This is an optimization exercise on Yosys and OpenROAD, whose aim is a short achievable clock period and few clock cycles, not a production implementation. Only simulation tests tie the RTL to the original design; equivalence was not proved. Power and IR drop assume default switching activity.

### run.sh
#!/bin/bash
# synth_recipe.tcl (not shown) runs the flow's synth.tcl, then flattens the netlist and writes it again
# the make line also repeats each setting of config.mk as NAME=value (left out here)
make -C /OpenROAD-flow-scripts/flow DESIGN_CONFIG=/design/flow/config.mk WORK_HOME=/design/flow/orfs CLKGATE_MAP_FILE= SYNTH_SCRIPT=/design/flow/synth_recipe.tcl finish
### config.mk
export PLATFORM = sky130hd
export DESIGN_NAME = cs4200_core
export DESIGN_NICKNAME = cs4200_core
export VERILOG_FILES = /design/flow/design.v
export SDC_FILE = /design/flow/constraint.sdc
export NUM_CORES = 4
export LEC_CHECK = 0
export CAP_MARGIN = 20
export CORE_MARGIN = 6
export CORE_UTILIZATION = 40
export SLEW_MARGIN = 20
### constraint.sdc
create_clock -name core_clock -period 8.5 [get_ports {clk}]
set_input_delay 1.7000 -clock core_clock [delete_from_list [all_inputs] [get_ports {clk}]]
set_output_delay 1.7000 -clock core_clock [all_outputs]
set_load 0.01 [all_outputs]
### design.v
module cs4200_core (
    input  wire        clk,
    input  wire        rst,           
    input  wire [29:0] prog_words,    
    output wire [31:0] imem_addr,
    input  wire [31:0] imem_rdata,
    output wire [31:0] dmem_addr,
    input  wire [31:0] dmem_rdata,
    output wire        dmem_we,
    output wire [3:0]  dmem_wstrb,
    output wire [31:0] dmem_wdata,
    output wire        halted,
    output wire        faulted,
    output wire [2:0]  fault_code,
    output wire [31:0] fault_pc,
    output wire [31:0] fault_info,
    input  wire [4:0]  dbg_addr,
    output wire [31:0] dbg_data
);
    localparam [31:0] DMEM_SIZE = 32'd4096;
    localparam [2:0] F_MISALIGNED_DATA   = 3'd1;
    localparam [2:0] F_DMEM_RANGE        = 3'd2;
    localparam [2:0] F_MISALIGNED_TARGET = 3'd3;
    localparam [2:0] F_TARGET_RANGE      = 3'd4;
    localparam [6:0] OP_R      = 7'b0110011;
    localparam [6:0] OP_I      = 7'b0010011;
    localparam [6:0] OP_LOAD   = 7'b0000011;
    localparam [6:0] OP_STORE  = 7'b0100011;
    localparam [6:0] OP_BRANCH = 7'b1100011;
    localparam [6:0] OP_LUI    = 7'b0110111;
    localparam [6:0] OP_AUIPC  = 7'b0010111;
    reg [31:0] pc;
    reg        ifid_valid;
    reg [31:0] ifid_pc;
    reg [31:0] ifid_word;
    reg        idex_valid;
    reg [31:0] idex_pc;
    reg [31:0] idex_imm;
    reg [4:0]  idex_rd, idex_rs1, idex_rs2;
    reg        idex_uses1, idex_uses2;
    reg        idex_regwrite, idex_alusrc, idex_memread, idex_memwrite, idex_branch;
    reg        idex_lui, idex_auipc;
    reg [2:0]  idex_funct3;
    reg        idex_alt;      
    reg        exmem_valid;
    reg [31:0] exmem_pc;
    reg [31:0] exmem_alu;
    reg [31:0] exmem_sdata;
    reg [4:0]  exmem_rd;
    reg        exmem_regwrite, exmem_memread, exmem_memwrite;
    reg [2:0]  exmem_funct3;
    reg        memwb_valid;
    reg [4:0]  memwb_rd;
    reg        memwb_regwrite;
    reg [31:0] memwb_val;
    reg [31:0] regs [1:31];
    reg        fault_q;
    reg [2:0]  fault_code_q;
    reg [31:0] fault_pc_q;
    reg [31:0] fault_info_q;
    wire [31:0] prog_bytes = {prog_words, 2'b00};
    wire [31:0] w      = ifid_word;
    wire [6:0]  opcode = w[6:0];
    wire [2:0]  funct3 = w[14:12];
    wire [6:0]  funct7 = w[31:25];
    wire [31:0] imm_i = {{20{w[31]}}, w[31:20]};
    wire [31:0] imm_s = {{20{w[31]}}, w[31:25], w[11:7]};
    wire [31:0] imm_b = {{19{w[31]}}, w[31], w[7], w[30:25], w[11:8], 1'b0};
    wire [31:0] imm_u = {w[31:12], 12'b0};
    reg        d_ok;
    reg        d_uses1, d_uses2;
    reg        d_regwrite, d_alusrc, d_memread, d_memwrite, d_branch;
    reg        d_lui, d_auipc, d_alt;
    reg [31:0] d_imm;
    always @(*) begin
        d_ok       = 1'b0;
        d_uses1    = 1'b0;
        d_uses2    = 1'b0;
        d_regwrite = 1'b0;
        d_alusrc   = 1'b0;
        d_memread  = 1'b0;
        d_memwrite = 1'b0;
        d_branch   = 1'b0;
        d_lui      = 1'b0;
        d_auipc    = 1'b0;
        d_alt      = 1'b0;
        d_imm      = 32'd0;
        case (opcode)
            OP_R: begin
                d_ok       = (funct7 == 7'b0000000) ||
                             (funct7 == 7'b0100000 && (funct3 == 3'b000 || funct3 == 3'b101));
                d_uses1    = 1'b1;
                d_uses2    = 1'b1;
                d_regwrite = 1'b1;
                d_alt      = funct7[5];
            end
            OP_I: begin
                case (funct3)
                    3'b001:  d_ok = (funct7 == 7'b0000000);
                    3'b101:  d_ok = (funct7 == 7'b0000000) || (funct7 == 7'b0100000);
                    default: d_ok = 1'b1;
                endcase
                d_uses1    = 1'b1;
                d_regwrite = 1'b1;
                d_alusrc   = 1'b1;
                d_alt      = (funct3 == 3'b101) && funct7[5];
                d_imm      = imm_i;
            end
            OP_LOAD: begin
                d_ok       = (funct3 == 3'b000) || (funct3 == 3'b001) || (funct3 == 3'b010) ||
                             (funct3 == 3'b100) || (funct3 == 3'b101);
                d_uses1    = 1'b1;
                d_regwrite = 1'b1;
                d_alusrc   = 1'b1;
                d_memread  = 1'b1;
                d_imm      = imm_i;
            end
            OP_STORE: begin
                d_ok       = (funct3 == 3'b000) || (funct3 == 3'b001) || (funct3 == 3'b010);
                d_uses1    = 1'b1;
                d_uses2    = 1'b1;
                d_alusrc   = 1'b1;
                d_memwrite = 1'b1;
                d_imm      = imm_s;
            end
            OP_BRANCH: begin
                d_ok       = (funct3 != 3'b010) && (funct3 != 3'b011);
                d_uses1    = 1'b1;
                d_uses2    = 1'b1;
                d_branch   = 1'b1;
                d_imm      = imm_b;
            end
            OP_LUI: begin
                d_ok       = 1'b1;
                d_regwrite = 1'b1;
                d_alusrc   = 1'b1;
                d_lui      = 1'b1;
                d_imm      = imm_u;
            end
            OP_AUIPC: begin
                d_ok       = 1'b1;
                d_regwrite = 1'b1;
                d_alusrc   = 1'b1;
                d_auipc    = 1'b1;
                d_imm      = imm_u;
            end
            default: d_ok = 1'b0;
        endcase
    end
    wire cand_valid = ifid_valid && d_ok;
    wire [4:0] d_rd  = w[11:7];
    wire [4:0] d_rs1 = w[19:15];
    wire [4:0] d_rs2 = w[24:20];
    wire load_use = idex_valid && idex_memread && (idex_rd != 5'd0) && cand_valid &&
                    ((d_uses1 && d_rs1 == idex_rd) || (d_uses2 && d_rs2 == idex_rd));
    wire ex_fwd1 = exmem_valid && exmem_regwrite && (exmem_rd != 5'd0) && (exmem_rd == idex_rs1);
    wire ex_fwd2 = exmem_valid && exmem_regwrite && (exmem_rd != 5'd0) && (exmem_rd == idex_rs2);
    wire wb_fwd1 = memwb_valid && memwb_regwrite && (memwb_rd != 5'd0) && (memwb_rd == idex_rs1);
    wire wb_fwd2 = memwb_valid && memwb_regwrite && (memwb_rd != 5'd0) && (memwb_rd == idex_rs2);
    wire [31:0] rf1 = (idex_rs1 == 5'd0) ? 32'd0 : regs[idex_rs1];
    wire [31:0] rf2 = (idex_rs2 == 5'd0) ? 32'd0 : regs[idex_rs2];
    wire [31:0] opnd1 = !idex_uses1 ? 32'd0 :
                        ex_fwd1     ? exmem_alu :
                        wb_fwd1     ? memwb_val : rf1;
    wire [31:0] opnd2 = !idex_uses2 ? 32'd0 :
                        ex_fwd2     ? exmem_alu :
                        wb_fwd2     ? memwb_val : rf2;
    wire [31:0] alu_b = idex_alusrc ? idex_imm : opnd2;
    wire [31:0] sra_out = $signed(opnd1) >>> alu_b[4:0];
    reg [31:0] alu_out;
    always @(*) begin
        case (idex_funct3)
            3'b000:  alu_out = idex_alt ? (opnd1 - alu_b) : (opnd1 + alu_b);
            3'b001:  alu_out = opnd1 << alu_b[4:0];
            3'b010:  alu_out = {31'd0, $signed(opnd1) < $signed(alu_b)};
            3'b011:  alu_out = {31'd0, opnd1 < alu_b};
            3'b100:  alu_out = opnd1 ^ alu_b;
            3'b101:  alu_out = idex_alt ? sra_out : (opnd1 >> alu_b[4:0]);
            3'b110:  alu_out = opnd1 | alu_b;
            default: alu_out = opnd1 & alu_b;
        endcase
    end
    wire [31:0] ex_result = idex_lui                        ? idex_imm :
                            idex_auipc                      ? idex_pc + idex_imm :
                            (idex_memread || idex_memwrite) ? opnd1 + idex_imm :
                            idex_branch                     ? 32'd0 : alu_out;
    reg br_cond;
    always @(*) begin
        case (idex_funct3)
            3'b000:  br_cond = (opnd1 == opnd2);
            3'b001:  br_cond = (opnd1 != opnd2);
            3'b100:  br_cond = $signed(opnd1) <  $signed(opnd2);
            3'b101:  br_cond = $signed(opnd1) >= $signed(opnd2);
            3'b110:  br_cond = opnd1 <  opnd2;
            default: br_cond = opnd1 >= opnd2;
        endcase
    end
    wire        br_taken  = idex_valid && idex_branch && br_cond;
    wire [31:0] br_target = idex_pc + idex_imm;
    wire        ex_fault_misaligned = br_taken && (br_target[1:0] != 2'b00);
    wire        ex_fault_range      = br_taken && (br_target > prog_bytes);
    wire        ex_fault            = ex_fault_misaligned || ex_fault_range;
    wire        mem_access = exmem_valid && (exmem_memread || exmem_memwrite);
    wire [31:0] maddr      = exmem_alu;
    wire        mem_misaligned = (exmem_funct3[1:0] == 2'b01 && maddr[0]) ||
                                 (exmem_funct3[1:0] == 2'b10 && maddr[1:0] != 2'b00);
    wire        mem_out_of_range = (maddr >= DMEM_SIZE);
    wire        mem_fault = mem_access && (mem_misaligned || mem_out_of_range);
    wire [31:0] rshift = dmem_rdata >> {maddr[1:0], 3'b000};
    reg  [31:0] load_val;
    always @(*) begin
        case (exmem_funct3)
            3'b000:  load_val = {{24{rshift[7]}}, rshift[7:0]};
            3'b001:  load_val = {{16{rshift[15]}}, rshift[15:0]};
            3'b100:  load_val = {24'd0, rshift[7:0]};
            3'b101:  load_val = {16'd0, rshift[15:0]};
            default: load_val = rshift;
        endcase
    end
    reg [3:0] st_mask;
    always @(*) begin
        case (exmem_funct3[1:0])
            2'b00:   st_mask = 4'b0001;
            2'b01:   st_mask = 4'b0011;
            default: st_mask = 4'b1111;
        endcase
    end
    assign dmem_addr  = maddr;
    assign dmem_we    = exmem_valid && exmem_memwrite && !mem_fault;
    assign dmem_wstrb = st_mask << maddr[1:0];
    assign dmem_wdata = exmem_sdata << {maddr[1:0], 3'b000};
    wire new_fault = !fault_q && (mem_fault || ex_fault);
    wire front_stop = fault_q || new_fault;       
    wire flush  = br_taken && !ex_fault;
    wire stall  = load_use;
    wire fetch_ok = (pc < prog_bytes);
    assign imem_addr = pc;
    integer i;
    always @(posedge clk) begin
        if (rst) begin
            pc             <= 32'd0;
            ifid_valid     <= 1'b0;
            idex_valid     <= 1'b0;
            exmem_valid    <= 1'b0;
            memwb_valid    <= 1'b0;
            exmem_alu      <= 32'd0;     
            fault_q        <= 1'b0;
            fault_code_q   <= 3'd0;
            fault_pc_q     <= 32'd0;
            fault_info_q   <= 32'd0;
            for (i = 1; i < 32; i = i + 1)
                regs[i] <= 32'd0;
        end else begin
            if (memwb_valid && memwb_regwrite && memwb_rd != 5'd0)
                regs[memwb_rd] <= memwb_val;
            memwb_valid    <= exmem_valid && !mem_fault;
            memwb_rd       <= exmem_rd;
            memwb_regwrite <= exmem_regwrite;
            memwb_val      <= exmem_memread ? load_val : exmem_alu;
            exmem_valid    <= idex_valid && !front_stop;
            if (idex_valid) begin
                exmem_pc       <= idex_pc;
                exmem_alu      <= ex_result;
                exmem_sdata    <= opnd2;
                exmem_rd       <= idex_rd;
                exmem_regwrite <= idex_regwrite;
                exmem_memread  <= idex_memread;
                exmem_memwrite <= idex_memwrite;
                exmem_funct3   <= idex_funct3;
            end
            idex_valid <= cand_valid && !stall && !flush && !front_stop;
            if (!stall) begin
                idex_pc       <= ifid_pc;
                idex_imm      <= d_imm;
                idex_rd       <= d_rd;
                idex_rs1      <= d_rs1;
                idex_rs2      <= d_rs2;
                idex_uses1    <= d_uses1;
                idex_uses2    <= d_uses2;
                idex_regwrite <= d_regwrite;
                idex_alusrc   <= d_alusrc;
                idex_memread  <= d_memread;
                idex_memwrite <= d_memwrite;
                idex_branch   <= d_branch;
                idex_lui      <= d_lui;
                idex_auipc    <= d_auipc;
                idex_funct3   <= funct3;
                idex_alt      <= d_alt;
            end
            if (front_stop) begin
                ifid_valid <= 1'b0;
            end else if (flush) begin
                ifid_valid <= 1'b0;
                pc         <= br_target;
            end else if (!stall) begin
                if (fetch_ok) begin
                    ifid_valid <= (imem_rdata != 32'd0);
                    ifid_pc    <= pc;
                    ifid_word  <= imem_rdata;
                    pc         <= pc + 32'd4;
                end else begin
                    ifid_valid <= 1'b0;
                end
            end
            if (new_fault) begin
                fault_q <= 1'b1;
                if (mem_fault) begin
                    fault_code_q <= mem_misaligned ? F_MISALIGNED_DATA : F_DMEM_RANGE;
                    fault_pc_q   <= exmem_pc;
                    fault_info_q <= maddr;
                end else begin
                    fault_code_q <= ex_fault_misaligned ? F_MISALIGNED_TARGET : F_TARGET_RANGE;
                    fault_pc_q   <= idex_pc;
                    fault_info_q <= br_target;
                end
            end
        end
    end
    wire pipe_empty = !ifid_valid && !idex_valid && !exmem_valid && !memwb_valid;
    assign halted     = !fault_q && pipe_empty && !fetch_ok;
    assign faulted    = fault_q && !exmem_valid && !memwb_valid;
    assign fault_code = fault_code_q;
    assign fault_pc   = fault_pc_q;
    assign fault_info = fault_info_q;
    assign dbg_data = (dbg_addr == 5'd0) ? 32'd0 : regs[dbg_addr];
endmodule
==> run notes <==
==> power groups by stage <==
| stage | clock network (W) | registers (W) | logic, W |
|---|---|---|---|
| floorplan | 0 | 0.00820 | 0.00240 |
| global placement | 0 | 0.00835 | 0.00398 |
| detailed placement | 0 | 0.00836 | 0.00399 |
| CTS | 0.00724 | 0.00822 | 0.00401 |
| global route | 0.00753 | 0.00823 | 0.00426 |
| finish | 0.00722 | 0.00822 | 0.00415 |
==> kinds of logic after synthesis <==
kind of cell	after synthesis
flops	1439
fa+ha+maj	255
buf+inv	923
xor+xnor	103
other cells	1
compound gates	1530
simple gates	2369
mux	1237
==> Yosys cell counts, types with 17 or more instances <==
cell	count
dfxtp_1	146
nand2b_1	33
clkbuf_1	511
a22oi_1	49
o21a_1	45
inv_1	201
edfxtp_1	1293
a221oi_1	38
and3_1	41
nor3_1	112
ha_1	251
xor2_1	42
a21oi_1	362
o22a_1	17
nand3_1	73
o211ai_1	130
buf_1	86
nand4_1	33
mux2i_1	274
nor2b_1	41
xnor2_1	61
nor2_1	430
o22ai_1	54
nor3b_1	26
a21o_1	92
buf_2	94
nand2_1	477
buf_4	19
and2_1	989
mux4_2	881
a211oi_1	75
a31oi_1	42
o31ai_1	24
mux2_2	80
o21ai_0	324
o221ai_1	29
a311oi_1	70
o21bai_1	21
or3_1	26
nor4_1	34
==> state kept, by name (all words and copies together) (netlist names), 3 cells and up, named ones only <==
register	flops
regs	1024
exmem_alu	32
exmem_pc	32
exmem_sdata	32
fault_info_q	32
fault_pc_q	32
idex_imm	32
idex_pc	32
ifid_pc	32
ifid_word	32
memwb_val	32
pc	32
exmem_rd	5
idex_rd	5
idex_rs1	5
idex_rs2	5
memwb_rd	5
exmem_funct3	3
fault_code_q	3
idex_funct3	3
==> final cells by class <==
class	instances	area, um^2	share of cell area
inverters	206	779.5	0.007117
clock buffers	195	4282	0.03909
flip-flops and latches	1439	41790	0.3816
diodes	18	45.04	0.0004113
repair buffers	701	6553	0.05983
multi-input cells	5526	51060	0.4662
well taps	3167	3963	0.03618
clock inverters	108	1052	0.009608
==> worst register-to-register path: stages, from the launching register on <==
cell	delay (ns)
edfxtp_1	0.55
or3_1	0.72
o311a_1	0.41
and2_1	0.63
buf_4	0.34
nand2_1	0.09
o211ai_1	0.28
o211ai_1	0.45
o21ai_0	0.58
inv_1	0.14
ha_1	0.25
nor3_1	0.32
o21ai_0	0.23
nand3_1	0.16
o2111ai_1	0.28
a41oi_1	0.34
buf_4	0.20
a21oi_1	0.11
o41ai_1	0.32
buf_4	0.20
nor2_1	0.05
nor4b_1	0.43
xor2_1	0.13
a211oi_1	0.49
o21ai_0	0.16
==> routing by layer <==
layer / vias up / global-route usage
met3: 1336 / 0.09344
met2: 5876 / 0.5180
li1: 30770 / -
met4: 16 / 0.1977
met5: - / 0
met1: 39100 / 0.4192
==> through the flow <==
stage          total power [W]  worst slack [ns]  utilization
2_1_floorplan          0.01060             1.382            -
3_3_place_gp           0.01234            0.9033       0.4365
3_5_place_dp           0.01236            0.9557       0.4371
4_1_cts                0.01947            0.8821       0.4596
5_1_grt                0.02003            0.3212       0.4603
6_report               0.01958            0.4873       0.4605
==> how the worst max path moves through the flow <==
stage                            from             to  cells past startpoint
final                     memwb_rd[3]  exmem_alu[30]                     24
after floorplan              register     ifid_pc[0]                     23
after detailed placement     register  exmem_alu[30]                     22
after global routing      memwb_rd[3]  exmem_alu[30]                     24
after global placement       register  exmem_alu[30]                     22
after CTS                    register  exmem_alu[30]                     22
==> impl_metrics.yaml <==
placement:
  gp_routability_congestion: 1.011
  placed_cells: 11030
  dpl.hpwl_mm: 303.1
  placed_cell_area_mm2: 0.1040
  io_buffer_count: 302
floorplan:
  core_area_mm2: 0.2379
  die_area_mm2: 0.2511
  die_w_um: 501.1
  initial_core_util: 0.4023
  io_pins: 303
  row_count: 179
  die_h_um: 501.1
power_and_ir_drop:
  power_frac_clock: 0.368
  power.leakage_nw: 39.54
  vdd_drop_max_uv: 180.9
  swShare: 0.3102
  power.switching_w: 0.006076
  p_int_w: 0.01351
  pwr-share-seq: 0.420
  p_per_area_mw_per_mm2: 178.8
  p_comb_frac: 0.212
clocking:
  root_buffer: "clkbuf_16"
  cts_setup_buffers: 0
  clockBufferDepth: 3
  path_clk_slew_ns: 0.07
  clkLatencyLatePin_ns: 0.86
  cts_tree: "done"
  cts_made_buffers: 164
  postCtsResizedCells: 0
  h-tree-depth: 4
  ctsHoldBuffers: 0
  cts.sinks: 1439
sta:
  drv_slew: 0
  fin_skew_ns: 0.05650
  fin_setup_tns_ns: 0
  worstMarginPinSlew_ns: 1.210
  rsz0062_at_grt: "no"
  fmax_ghz: 0.1248
  finalCriticalPeriod_ns: 8.013
  fin_crit_sh: 0.9427
  whs_ns: 0.4171
  max-slew-margin-rel: 0.1877
  finalSetupViolations: 0
  finalHoldViolCount: 0
worst_setup_path:
  critical_path_class: "register to register"
  cp_data_required_time_ns: 9.19
  cp_top_family: "compound AO/OA/AOI/OAI gates"
  r2r-end: "exmem_alu[30]"
  cp_slowest_stage_delay_ns: 0.72
  start_kind: "register"
  endpoint_kind: "register"
  r2r_slack_ns: 0.49
  cp_num_buf_inv: 4
  critical_path_arrival_ns: 8.70
  critPathMaxFanout: 15
  r2r_start: "memwb_rd[3]"
  critPathSlowestCell: "or3_1"
  reg2reg_depth: 24
  path_cells: "or3_1, o311a_1, and2_1, buf_4, nand2_1, o211ai_1, o211ai_1, o21ai_0, inv_1, ha_1, nor3_1, o21ai_0, nand3_1, o2111ai_1, a41oi_1, buf_4, a21oi_1, o41ai_1, buf_4, nor2_1, nor4b_1, xor2_1, a211oi_1, o21ai_0"
hold_path:
  hp-class: "register to register"
  hold_end: "idex_pc[16]"
  hold_depth: 0
  hold_path_startpoint: "ifid_pc[16]"
grt:
  grtUsageTotal: 0.3341
  grt_max_degree: 99
  grt_overflow: 0
  grt_pass1_vias: 74230
  antenna_found_initial: 33
  grt_pass1_wl_mm: 594.2
job:
  cap_violations: 0
synth:
  synthMuxAreaShare: 0.2457
  synthSimpleGateAreaFrac: 0.1300
  synth_top_family_by_area: "multiplexers"
  async_flop_share: 0
  synthTopCellsByArea: "edfxtp_1 (41%), mux4_2 (21%), and2_1 (6.5%)"
  synth_top_area_frac: 0.4057
  syn_inst: 7857
  yosysSeqAreaShare: 0.4363
  syn_area_mm2: 0.09570
  synth_edf_count: 1293
  syn-mean-instance-area_um2: 12.18
  ys_types: 100
  synth_compound_area_frac: 0.1062
  synthXorXnorAreaFrac: 0.009427
  synthAdderAreaFrac: 0.03365
  ys_warn_count: 1
  synth_ff_type: "edfxtp_1"
  yosys.area.top_type: "edfxtp_1"
  synth_seq_cells: 1439
detailed_routing:
  top_layer_used: "met5"
  wl_met3_mm: 52.67
  vias: 77100
  met1_length_mm: 154.6
  route.met2.wl_mm: 195.0
  via_per_inst: 6.787
  drt_iter0_markers: 12070
  wirelength_mm: 434.1
  final_antenna_net_count: 0
  wl_per_cell_um: 38.21
  first_pass_iters: 7
  route.detailed.drc: 0
cells_and_area:
  final_cell_mix: "edfxtp_1 (1293), and2_1 (988), mux4_2 (881), nand2_1 (476), nor2_1 (395)"
  areaGrowthSynthToFinish_pct: 14.45
  fin_cells: 11360
  final_common_cell: "edfxtp_1"
  drive_gt1_frac: 0.2158
  final_nets: 8394
  fin_area_mm2: 0.1095
  nFillCells: 21530
outcome:
  status: "timing/DRC/antenna clean"
Testbench counts, summed over its fixed seeds: cycles 106,563.

re-timing with driven ports:
In the flow no input, the clock included, has a driving cell. The finished layout below was timed again as built, in two steps.
Step 1: set_driving_cell puts a clkbuf_16 on clk and a buf_2 on each other input, an assumption about the parent block.
Step 2, shift: input delay + t, output delay - t, t = (earliest + latest rising clock arrival at the registers) / 2. This alone moves slack from input paths to output paths.
Slacks: ideal / step 1 / step 2; pairs: ideal / step 1.
t (ns): 0.927
setup slack, ns: 0.487 / 0.487 / 0.487
latest minus earliest clock arrival (ns): 0.058 / 0.058
slew at the worst register clock pin (ns): 0.07 / 0.07
worst slew at a driven data input, ns: 0.11
After both steps setup and hold are still met in this run. For this run, drivers alone change the setup slack by 0.000 ns; drivers and shift together by 0.000 ns.
